This design comes from an exercise in tuning for small area on the open sky130 flow, not from production work. Function not checked in this run: the RTL went through the layout flow alone. Power is estimated from default activity; no workload was simulated.

[run.sh]
#!/bin/bash
# synth_recipe.tcl (not shown) runs the flow's synth.tcl, then flattens the netlist and writes it again
# the make line also repeats each setting of config.mk as NAME=value (left out here)
make -C /OpenROAD-flow-scripts/flow DESIGN_CONFIG=/design/flow/config.mk WORK_HOME=/design/flow/orfs CLKGATE_MAP_FILE= SYNTH_SCRIPT=/design/flow/synth_recipe.tcl finish
[config.mk]
export PLATFORM = sky130hd
export DESIGN_NAME = iso14443a_ctrl
export DESIGN_NICKNAME = iso14443a_ctrl
export VERILOG_FILES = /design/flow/design.v
export SDC_FILE = /design/flow/constraint.sdc
export NUM_CORES = 4
export LEC_CHECK = 0
export CAP_MARGIN = 20
export CORE_MARGIN = 2
export CORE_UTILIZATION = 40
export SLEW_MARGIN = 20
[constraint.sdc]
create_clock -name core_clock -period 15.0 [get_ports {clk}]
set_input_delay 3.0000 -clock core_clock [delete_from_list [all_inputs] [get_ports {clk}]]
set_output_delay 3.0000 -clock core_clock [all_outputs]
set_load 0.01 [all_outputs]
[design.v]
module iso14443a_ctrl #(
    parameter [15:0] TIMEOUT_RESET = 16'h0040,
    parameter [7:0]  STATUS_DATA   = 8'h80,
    parameter [7:0]  TXF_WAKE      = 8'h07,
    parameter [7:0]  TXF_ANTICOLL  = 8'h08,
    parameter [7:0]  TXF_SELECT    = 8'h28
) (
    input  wire         clk,
    input  wire         rst,
    input  wire         host_we,
    input  wire [11:0]  host_addr,
    input  wire [31:0]  host_wdata,
    output reg  [31:0]  host_rdata,
    input  wire         rx_avail,      
    input  wire [7:0]   rx_byte,       
    output wire         rx_pop,        
    output wire         rx_flush,      
    output wire         tx_valid,
    output wire [5:0]   tx_nbytes,     
    output wire [255:0] tx_frame,      
    input  wire         tick
);
    localparam [3:0] OP_NOP = 4'd0, OP_FRESET = 4'd1, OP_FAPPEND = 4'd2,
                     OP_SEND = 4'd3, OP_RECV = 4'd4, OP_DISCOVER = 4'd5;
    localparam [1:0] PH_IDLE = 2'd0, PH_STATUS = 2'd1, PH_LENGTH = 2'd2,
                     PH_PAYLOAD = 2'd3;
    localparam [3:0] ST_IDLE = 4'd0, ST_WAKE = 4'd1, ST_AC1 = 4'd2, ST_SEL1 = 4'd3,
                     ST_AC2 = 4'd4, ST_SEL2 = 4'd5, ST_DONE = 4'd6, ST_FAILED = 4'd7;
    localparam [2:0] STEP_NONE = 3'd0, STEP_FRAME = 3'd1, STEP_RECEIVE = 3'd2,
                     STEP_WAKE = 3'd3, STEP_AC1 = 3'd4, STEP_SEL1 = 3'd5,
                     STEP_AC2 = 3'd6, STEP_SEL2 = 3'd7;
    localparam [2:0] C_NONE = 3'd0, C_TIMEOUT = 3'd1, C_STATUS = 3'd2, C_SHORT = 3'd3,
                     C_CONSTR = 3'd4, C_BCC = 3'd5, C_ILLEGAL = 3'd6;
    localparam [7:0] CMD_SENDRECV = 8'h04;
    reg        busy, done, ok, overrun;
    reg [3:0]  fsm_state;
    reg        wake_try;
    reg [2:0]  err_step, err_cause;
    reg        bcc_check;
    reg [15:0] timeout;
    reg [4:0]  fb_len;
    reg        fb_ovf;
    reg [7:0]  fb_payload [0:29];
    reg [1:0]  rx_phase;
    reg [7:0]  rx_status, rx_len, rx_cnt;
    reg [15:0] elapsed;
    reg [3:0]  op_latch;
    reg [7:0]  arg_latch;
    reg        op_stage;         
    reg [7:0]  cand1 [0:4];
    reg [7:0]  cand2 [0:4];
    reg [7:0]  sak_tmp;
    reg [7:0]  uid [0:6];
    reg [3:0]  uid_len;
    reg [7:0]  sak, atqa0, atqa1;
    reg [3:0]  family;
    wire [2047:0] rx_buf;
    assign rx_buf[2047:2040] = 8'h00;
    integer i;
    function [3:0] sak_family;
        input [7:0] s;
        begin
            case (s)
                8'h00: sak_family = 4'd1;
                8'h08: sak_family = 4'd2;
                8'h09: sak_family = 4'd3;
                8'h18: sak_family = 4'd4;
                8'h10: sak_family = 4'd5;
                8'h11: sak_family = 4'd6;
                8'h20: sak_family = 4'd7;
                8'h28: sak_family = 4'd8;
                8'h38: sak_family = 4'd9;
                8'h88: sak_family = 4'd10;
                8'h98: sak_family = 4'd11;
                default: sak_family = 4'd0;
            endcase
        end
    endfunction
    wire run_step   = busy & op_stage;                  
    wire eng_pop    = run_step & rx_avail;
    wire eng_tmo    = run_step & ~rx_avail & (elapsed > timeout);
    wire pop_status  = eng_pop & (rx_phase == PH_STATUS);
    wire pop_length  = eng_pop & (rx_phase == PH_LENGTH);
    wire pop_payload = eng_pop & (rx_phase == PH_PAYLOAD);
    wire [7:0] rx_cnt_inc = rx_cnt + 8'd1;
    wire eng_ok  = (pop_length & (rx_byte == 8'h00)) |
                   (pop_payload & (rx_cnt_inc == rx_len));
    wire eng_end = eng_ok | eng_tmo;                   
    wire [7:0] resp_len = pop_length ? rx_byte : rx_len;
    wire [7:0] resp_b0  = (pop_payload && rx_cnt == 8'd0) ? rx_byte : rx_buf[7:0];
    wire [7:0] resp_b1  = (pop_payload && rx_cnt == 8'd1) ? rx_byte : rx_buf[15:8];
    wire [7:0] resp_b2  = (pop_payload && rx_cnt == 8'd2) ? rx_byte : rx_buf[23:16];
    wire [7:0] resp_b3  = (pop_payload && rx_cnt == 8'd3) ? rx_byte : rx_buf[31:24];
    wire [7:0] resp_b4  = (pop_payload && rx_cnt == 8'd4) ? rx_byte : rx_buf[39:32];
    wire status_bad = (rx_status != STATUS_DATA);
    function [2:0] check;
        input       tmo;
        input       st_bad;
        input [7:0] len;
        input [7:0] min;
        begin
            if (tmo)             check = C_TIMEOUT;
            else if (st_bad)     check = C_STATUS;
            else if (len < min)  check = C_SHORT;
            else                 check = C_NONE;
        end
    endfunction
    wire [2:0] chk1 = check(eng_tmo, status_bad, resp_len, 8'd1);
    wire [2:0] chk2 = check(eng_tmo, status_bad, resp_len, 8'd2);
    wire [2:0] chk5 = check(eng_tmo, status_bad, resp_len, 8'd5);
    wire bcc_bad = bcc_check & (resp_b4 != (resp_b0 ^ resp_b1 ^ resp_b2 ^ resp_b3));
    wire [2:0] chk_ac = (chk5 != C_NONE) ? chk5 : (bcc_bad ? C_BCC : C_NONE);
    wire issue = busy & ~op_stage;
    wire issue_send     = issue & (op_latch == OP_SEND);
    wire issue_recv     = issue & (op_latch == OP_RECV);
    wire issue_discover = issue & (op_latch == OP_DISCOVER);
    wire disc_resp      = run_step & eng_end & (op_latch == OP_DISCOVER);
    reg        x_go;            
    reg [2:0]  x_kind;          
    always @(*) begin
        x_go   = 1'b0;
        x_kind = 3'd0;
        if (issue_discover) begin
            x_go = 1'b1; x_kind = 3'd0;
        end else if (disc_resp) begin
            case (fsm_state)
                ST_WAKE: begin
                    if (chk2 == C_NONE) begin x_go = 1'b1; x_kind = 3'd2; end
                    else if (!wake_try) begin x_go = 1'b1; x_kind = 3'd1; end
                end
                ST_AC1:  if (chk_ac == C_NONE) begin x_go = 1'b1; x_kind = 3'd3; end
                ST_SEL1: if (chk1 == C_NONE && cand1[0] == 8'h88) begin x_go = 1'b1; x_kind = 3'd4; end
                ST_AC2:  if (chk_ac == C_NONE) begin x_go = 1'b1; x_kind = 3'd5; end
                default: ;
            endcase
        end
    end
    wire send_ok    = issue_send & ~fb_ovf;
    wire start_rx   = issue_recv | x_go;             
    reg [255:0] frame;
    reg [5:0]   frame_n;
    always @(*) begin
        frame   = 256'd0;
        frame_n = 6'd0;
        if (x_go) begin
            frame[7:0] = CMD_SENDRECV;
            case (x_kind)
                3'd0, 3'd1: begin
                    frame[15:8]  = 8'h02;
                    frame[23:16] = (x_kind == 3'd0) ? 8'h52 : 8'h26;
                    frame[31:24] = TXF_WAKE;
                    frame_n      = 6'd4;
                end
                3'd2, 3'd4: begin
                    frame[15:8]  = 8'h03;
                    frame[23:16] = (x_kind == 3'd2) ? 8'h93 : 8'h95;
                    frame[31:24] = 8'h20;
                    frame[39:32] = TXF_ANTICOLL;
                    frame_n      = 6'd5;
                end
                default: begin
                    frame[15:8]  = 8'h08;
                    frame[23:16] = (x_kind == 3'd3) ? 8'h93 : 8'h95;
                    frame[31:24] = 8'h70;
                    frame[39:32] = resp_b0;
                    frame[47:40] = resp_b1;
                    frame[55:48] = resp_b2;
                    frame[63:56] = resp_b3;
                    frame[71:64] = resp_b4;
                    frame[79:72] = TXF_SELECT;
                    frame_n      = 6'd10;
                end
            endcase
        end else begin
            frame[7:0]  = arg_latch;
            frame[15:8] = {3'b000, fb_len};
            for (i = 0; i < 30; i = i + 1)
                frame[8*(i+2) +: 8] = fb_payload[i];
            frame_n = {1'b0, fb_len} + 6'd2;
        end
    end
    assign tx_valid  = send_ok | x_go;
    assign tx_nbytes = frame_n;
    assign tx_frame  = frame;
    assign rx_flush  = tx_valid;
    assign rx_pop    = eng_pop;
    wire ends_now = issue ? ~(issue_recv | issue_discover)
                          : (run_step & eng_end & ~x_go);
    wire busy_b   = busy & ~ends_now;
    wire [9:0] waddr = host_addr[11:2];
    wire wr_cmd  = host_we & (waddr == 10'h000);
    wire wr_cfg  = host_we & (waddr == 10'h002);
    wire wr_tmo  = host_we & (waddr == 10'h003);
    wire wr_ctl  = wr_cmd | wr_cfg | wr_tmo;
    wire accept  = wr_cmd & ~busy_b & (host_wdata[3:0] != OP_NOP);
    wire rx_clear = start_rx | eng_tmo;
    genvar g;
    generate
        for (g = 0; g < 255; g = g + 1) begin : rxb
            reg [7:0] q;
            always @(posedge clk) begin
                if (rst || rx_clear)
                    q <= 8'h00;
                else if (pop_payload && rx_cnt == g)
                    q <= rx_byte;
            end
            assign rx_buf[8*g +: 8] = q;
        end
    endgenerate
    always @(posedge clk) begin
        if (rst) begin
            busy <= 1'b0; done <= 1'b0; ok <= 1'b0; overrun <= 1'b0;
            fsm_state <= ST_IDLE; wake_try <= 1'b0;
            err_step <= STEP_NONE; err_cause <= C_NONE;
            bcc_check <= 1'b0; timeout <= TIMEOUT_RESET;
            fb_len <= 5'd0; fb_ovf <= 1'b0;
            for (i = 0; i < 30; i = i + 1) fb_payload[i] <= 8'h00;
            rx_phase <= PH_IDLE; rx_status <= 8'h00; rx_len <= 8'h00; rx_cnt <= 8'h00;
            elapsed <= 16'h0000;
            op_latch <= 4'd0; arg_latch <= 8'h00; op_stage <= 1'b0;
            for (i = 0; i < 5; i = i + 1) begin cand1[i] <= 8'h00; cand2[i] <= 8'h00; end
            sak_tmp <= 8'h00;
            for (i = 0; i < 7; i = i + 1) uid[i] <= 8'h00;
            uid_len <= 4'd0; sak <= 8'h00; atqa0 <= 8'h00; atqa1 <= 8'h00; family <= 4'd0;
        end else begin
            if (issue) begin
                op_stage <= 1'b1;
                case (op_latch)
                    OP_FRESET: begin
                        fb_len <= 5'd0; fb_ovf <= 1'b0;
                        busy <= 1'b0; done <= 1'b1; ok <= 1'b1;
                    end
                    OP_FAPPEND: begin
                        if (fb_len < 5'd30) begin
                            fb_payload[fb_len] <= arg_latch;
                            fb_len <= fb_len + 5'd1;
                            busy <= 1'b0; done <= 1'b1; ok <= 1'b1;
                        end else begin
                            fb_ovf <= 1'b1;
                            err_step <= STEP_FRAME; err_cause <= C_CONSTR;
                            busy <= 1'b0; done <= 1'b1; ok <= 1'b0;
                        end
                    end
                    OP_SEND: begin
                        fb_len <= 5'd0; fb_ovf <= 1'b0;
                        busy <= 1'b0; done <= 1'b1;
                        if (fb_ovf) begin
                            err_step <= STEP_FRAME; err_cause <= C_CONSTR;
                            ok <= 1'b0;
                        end else begin
                            ok <= 1'b1;
                        end
                    end
                    OP_RECV: ;                       
                    OP_DISCOVER: begin
                        for (i = 0; i < 7; i = i + 1) uid[i] <= 8'h00;
                        uid_len <= 4'd0; sak <= 8'h00; atqa0 <= 8'h00; atqa1 <= 8'h00;
                        family <= 4'd0;
                        for (i = 0; i < 5; i = i + 1) begin cand1[i] <= 8'h00; cand2[i] <= 8'h00; end
                        sak_tmp <= 8'h00;
                        wake_try <= 1'b0;            
                    end
                    default: begin                   
                        err_step <= STEP_NONE; err_cause <= C_ILLEGAL;
                        busy <= 1'b0; done <= 1'b1; ok <= 1'b0;
                    end
                endcase
            end
            if (eng_pop) begin
                case (rx_phase)
                    PH_STATUS: begin
                        rx_status <= rx_byte;
                        rx_phase  <= PH_LENGTH;
                    end
                    PH_LENGTH: begin
                        rx_len   <= rx_byte;
                        rx_phase <= (rx_byte == 8'h00) ? PH_IDLE : PH_PAYLOAD;
                    end
                    PH_PAYLOAD: begin
                        rx_cnt <= rx_cnt_inc;
                        if (rx_cnt_inc == rx_len) rx_phase <= PH_IDLE;
                    end
                    default: ;
                endcase
            end else if (eng_tmo) begin
                rx_status <= 8'h00; rx_len <= 8'h00; rx_cnt <= 8'h00;
                rx_phase  <= PH_IDLE;
            end
            if (run_step && eng_end && op_latch == OP_RECV) begin
                busy <= 1'b0; done <= 1'b1;
                if (eng_ok) ok <= 1'b1;
                else begin
                    ok <= 1'b0; err_step <= STEP_RECEIVE; err_cause <= C_TIMEOUT;
                end
            end
            if (disc_resp) begin
                case (fsm_state)
                    ST_WAKE: begin
                        if (chk2 == C_NONE) begin
                            atqa0 <= resp_b0; atqa1 <= resp_b1;
                        end else if (!wake_try) begin
                            wake_try <= 1'b1;
                        end else begin
                            fsm_state <= ST_FAILED;
                            err_step <= STEP_WAKE; err_cause <= chk2;
                            busy <= 1'b0; done <= 1'b1; ok <= 1'b0;
                        end
                    end
                    ST_AC1: begin
                        if (chk_ac == C_NONE) begin
                            cand1[0] <= resp_b0; cand1[1] <= resp_b1; cand1[2] <= resp_b2;
                            cand1[3] <= resp_b3; cand1[4] <= resp_b4;
                        end else begin
                            fsm_state <= ST_FAILED;
                            err_step <= STEP_AC1; err_cause <= chk_ac;
                            busy <= 1'b0; done <= 1'b1; ok <= 1'b0;
                        end
                    end
                    ST_SEL1: begin
                        if (chk1 != C_NONE) begin
                            fsm_state <= ST_FAILED;
                            err_step <= STEP_SEL1; err_cause <= chk1;
                            busy <= 1'b0; done <= 1'b1; ok <= 1'b0;
                        end else begin
                            sak_tmp <= resp_b0;
                            if (cand1[0] != 8'h88) begin
                                uid[0] <= cand1[0]; uid[1] <= cand1[1];
                                uid[2] <= cand1[2]; uid[3] <= cand1[3];
                                uid[4] <= 8'h00; uid[5] <= 8'h00; uid[6] <= 8'h00;
                                uid_len <= 4'd4;
                                sak <= resp_b0;
                                family <= sak_family(resp_b0);
                                fsm_state <= ST_DONE;
                                busy <= 1'b0; done <= 1'b1; ok <= 1'b1;
                            end
                        end
                    end
                    ST_AC2: begin
                        if (chk_ac == C_NONE) begin
                            cand2[0] <= resp_b0; cand2[1] <= resp_b1; cand2[2] <= resp_b2;
                            cand2[3] <= resp_b3; cand2[4] <= resp_b4;
                        end else begin
                            fsm_state <= ST_FAILED;
                            err_step <= STEP_AC2; err_cause <= chk_ac;
                            busy <= 1'b0; done <= 1'b1; ok <= 1'b0;
                        end
                    end
                    ST_SEL2: begin
                        if (chk1 != C_NONE) begin
                            fsm_state <= ST_FAILED;
                            err_step <= STEP_SEL2; err_cause <= chk1;
                            busy <= 1'b0; done <= 1'b1; ok <= 1'b0;
                        end else begin
                            uid[0] <= cand1[1]; uid[1] <= cand1[2]; uid[2] <= cand1[3];
                            uid[3] <= cand2[0]; uid[4] <= cand2[1]; uid[5] <= cand2[2];
                            uid[6] <= cand2[3];
                            uid_len <= 4'd7;
                            sak <= resp_b0;
                            family <= sak_family(resp_b0);
                            fsm_state <= ST_DONE;
                            busy <= 1'b0; done <= 1'b1; ok <= 1'b1;
                        end
                    end
                    default: ;
                endcase
            end
            if (x_go) begin
                case (x_kind)
                    3'd0, 3'd1: fsm_state <= ST_WAKE;
                    3'd2:       fsm_state <= ST_AC1;
                    3'd3:       fsm_state <= ST_SEL1;
                    3'd4:       fsm_state <= ST_AC2;
                    default:    fsm_state <= ST_SEL2;
                endcase
            end
            if (start_rx) begin
                rx_status <= 8'h00; rx_len <= 8'h00; rx_cnt <= 8'h00;
                rx_phase  <= PH_STATUS;
                elapsed   <= 16'h0000;
            end else if (tick && elapsed != 16'hFFFF && run_step && !eng_end) begin
                elapsed <= elapsed + 16'd1;
            end
            if (wr_ctl && busy_b) begin
                overrun <= 1'b1;
            end else begin
                if (accept) begin
                    op_latch  <= host_wdata[3:0];
                    arg_latch <= host_wdata[15:8];
                    op_stage  <= 1'b0;
                    busy <= 1'b1; done <= 1'b0; ok <= 1'b0;
                    err_step <= STEP_NONE; err_cause <= C_NONE;
                end
                if (wr_cfg) bcc_check <= host_wdata[0];
                if (wr_tmo) timeout   <= host_wdata[15:0];
            end
        end
    end
    wire [31:0] status_word = {9'd0, err_cause, 1'b0, err_step, 3'd0, wake_try, fsm_state,
                               4'd0, overrun, ok, done, busy};
    always @(*) begin
        case (waddr)
            10'h001: host_rdata = status_word;
            10'h002: host_rdata = {31'd0, bcc_check};
            10'h003: host_rdata = {16'd0, timeout};
            10'h004: host_rdata = {26'd0, fb_ovf, fb_len};
            10'h005: host_rdata = {6'd0, rx_phase, rx_cnt, rx_len, rx_status};
            10'h006: host_rdata = {uid[3], uid[2], uid[1], uid[0]};
            10'h007: host_rdata = {8'd0, uid[6], uid[5], uid[4]};
            10'h008: host_rdata = {family, uid_len, atqa1, atqa0, sak};
            10'h009: host_rdata = {16'd0, elapsed};
            default: begin
                if (waddr >= 10'h010 && waddr < 10'h050)
                    host_rdata = rx_buf[32*(waddr - 10'h010) +: 32];
                else
                    host_rdata = 32'd0;
            end
        endcase
    end
endmodule
==> impl_metrics.toml <==
[critical_path]
reg2reg_depth = 14
reg2reg_to = "rxb[67].q[1]"
end_kind = "primary output"
start_kind = "input pin"
ff2ff_setup_slack_ns = 7.05
r2r-start = "rx_cnt[0]"
cp_data_arrival_time_ns = 9.51
path_max_fanout = 48
crit_type = "in -> out"
crit_required_ns = 12.00

[timing]
finalHoldViolations = 0
finalMaxSlewViolations = 0
worst_pin_slew_ns = 1.23
maxSlewHeadroom_pct = 17.9
max_freq_mhz = 79.9
period_needed_ns = 12.51
setup_ws_ns = 2.49
rsz0062_at_grt = "no"
skew_ns = 0.0388
setup_violations = 0
fin_setup_tns_ns = 0
period_share_pct = 83.4

[global_routing]
globalRouteOverflowTotal = 0
grt_antenna_before_repair = 15
grt_pass1_wl_um = 588000
grt_max_degree = 222
grt_usage_pct = 25.8
first_global_vias = 89300

[placed_design]
gp_congestion = 0.969
numPortBuffers = 332
dpl-instance-area_um2 = 119000
hpwl_um = 238000
place_inst = 15900
post-place-ws_ns = 2.62

[layout]
area_delta_synth_final_pct = 12.2
fin_cells = 16400
layout-drive-gt1-share_pct = 10.6
layout_commonest_cell = "dfxtp_1"
final_cell_mix = "dfxtp_1 (2284), nand2_1 (1974), a21oi_1 (1928)"
fin_area_um2 = 128000
fin_nets = 12500

[detailed_routing]
vias = 97100
firstDrtPassIters = 8
wl_met1_um = 167000
drtIter0Drc = 11400
routed_wl_um = 393000
top_layer_used = "met5"
met2WireLength_um = 178000
wl_met3_um = 34500
ant_nets = 0
avgRoutedWirePerCell_um = 24.0
drt-vias-per-instance = 5.94
drc_errors = 0

[yosys]
ys_ff_latch = 2524
postSynthCellCount = 12800
yosysWarnings = 4
async_reset_ff_share_pct = 0
synth_area_um2 = 114000
ys_seq_area_share_pct = 46.3
synth_edf_count = 240
synth.avg_cell_area_um2 = 8.93
synth_top_flop_cell = "dfxtp_1"
synth.distinct_cells = 82

[clock_tree]
cts_setup_buffers = 0
cts_tree = "done"
cts_resized = 0
clock_latency_ns = 0.88
clkTransAtPathRegs_ns = 0.06
holdBufCountCts = 0
clkSinkCount = 2524
cts_buffers = 275
cts_root_buf = "clkbuf_16"
clockBufferDepth = 4
cts-htree-levels = 5

[power_and_ir_drop]
p_sw_share_pct = 23.2
leakage_uw = 0.0439
power_frac_seq_pct = 47.5
intPower_uw = 11000
ir_drop_mv = 0.0922
power_density_nw_per_um2 = 112
p_switching_uw = 3340
p_comb_share_pct = 4.5
p_clk_share_pct = 47.9

[outcome]
outcome = "timing/DRC/antenna clean"

[die]
die-area_um2 = 290000
num_io_pins = 354
core_area_um2 = 285000
rows = 196
start_util_pct = 40.2
die_h_um = 539
die_x_um = 539

[worst_hold_path]
hold_class = "reg -> reg"
hold_path_end = "rxb[110].q[2]"
hold_depth = 2
hp-start = "rxb[110].q[2]"

[job]
drv_cap = 0
sequential cells by signal (all words and copies together) (netlist names), 4 cells and up:
signal,flops
rxb.q,2040
fb_payload,240
uid,56
cand1,32
cand2,32
elapsed,16
timeout,16
arg_latch,8
atqa0,8
atqa1,8
rx_cnt,8
rx_len,8
rx_status,8
sak,8
fb_len,5
family,4
op_latch,4
uid_len,4
synthesized netlist by cell type (16+ instances only):
cell	count	share of area, %
a211oi_1	83	0.54
a21oi_1	1928	8.4
a221oi_1	19	0.15
a22oi_1	107	0.70
a31oi_1	56	0.31
and2_1	250	1.4
and3_1	213	1.2
buf_1	84	0.28
buf_2	173	0.76
buf_4	69	0.45
clkbuf_1	926	3.0
dfxtp_1	2284	40
edfxtp_1	240	6.3
ha_1	29	0.32
inv_1	38	0.12
mux2i_1	477	4.2
mux4_2	541	11
nand2_1	1992	6.5
nand3_1	244	1.1
nand4_1	19	0.10
nor2_1	850	2.8
nor2b_1	77	0.42
nor3_1	39	0.17
o21ai_0	1696	7.4
o21ai_1	20	0.087
o22ai_1	32	0.17
or2_2	65	0.36
or3_1	16	0.087
xnor2_1	38	0.29
worst max-delay path by stage:
stage / startpoint / endpoint / slack, ns / cells past startpoint
3_5_place_dp: rx_avail / tx_frame[71] / 2.62 / 14
4_1_cts: rx_avail / tx_frame[71] / 2.61 / 14
5_1_grt: rx_avail / tx_frame[71] / 2.34 / 14
6_report: rx_avail / tx_frame[71] / 2.49 / 14
3_3_place_gp: rx_avail / tx_frame[71] / 2.61 / 14
2_1_floorplan: host_addr[2] / host_rdata[3] / 5.28 / 12
per-stage QoR:
stage | hold slack [ns] | total power, µW | utilization (%)
after CTS | 0.453 | 14400 | 45.1
after detailed placement | 0.446 | 7620 | 41.9
after global routing | 0.471 | 14700 | 45.1
after global placement | 0.435 | 7630 | 41.9
final | 0.452 | 14400 | 45.1
after floorplan | 0.424 | 7370 | -
routing by layer:
metal	up-vias	global-route usage, %
met1	48000	36.2
met4	14	8.15
met5	-	0
met3	671	4.78
li1	44400	-
met2	4086	40.0
critical path: stages:
cell	delay (ns)
clkdlybuf4s50_1	0.74
nand4b_4	0.42
nor4_4	0.99
mux2i_2	0.80
xnor2_1	0.23
xnor3_1	0.36
nor4_2	0.44
a21oi_2	0.23
nor2_1	0.41
o21a_1	0.29
o211ai_4	0.09
buf_4	0.29
o21ai_0	0.54
clkdlybuf4s50_1	0.65
kinds of logic after synthesis:
family / Yosys count / share of synthesized area (%)
AOI/OAI and AO/OA: 4036 / 18.6
and+or+nand+nor: 3824 / 14.5
DFF: 2524 / 46.3
buffers and inverters: 1306 / 4.79
muxes: 1033 / 15.0
xor gates and xnor gates: 60 / 0.556
adders and majority gates: 29 / 0.317
other: 1 / 0.00328
area by class of cell:
class	count	area [µm²]
repair buffers	553	5270
diodes	10	25.0
inverters	40	153
flip-flops and latches	2524	52900
fillers	27500	156000
clock inverters	61	723
well taps	3762	4710
multi-input cells	8985	56300
clock buffers	415	8260
power groups by stage:
stage | Sequential [µW] | Clock [µW] | Combinational [µW]
2_1_floorplan | 6970 | 0 | 395
3_3_place_gp | 6990 | 0 | 641
3_5_place_dp | 6980 | 0 | 640
4_1_cts | 6840 | 6960 | 640
5_1_grt | 6830 | 7230 | 670
6_report | 6840 | 6890 | 649

[separate check: timing with driven ports]
Ports are ideal in the flow. The routed layout listed here was re-timed in OpenROAD. Step 1 assumes that a clkbuf_16 drives the clock port and a buf_2 every other input. Step 2 adds t to the input delays and takes it off the output delays; t is the mean of the earliest and latest rising clock arrival at the registers after step 1. Input paths then give back, and output paths get back, about the clock's delay inside the block. Slacks: ideal / step 1 / step 2; pairs: ideal / step 1.
t, ns: 0.957
setup WS [ns]: 2.487 / 2.449 / 2.449
worst setup path at the end: input to output
worst slew at a driven data input, ns: 0.21
cell pins on the clock port's net: 1
After both steps setup and hold are still met in this run. The setup slack of this run moves by -0.038 ns with the drivers and by -0.038 ns with both steps.
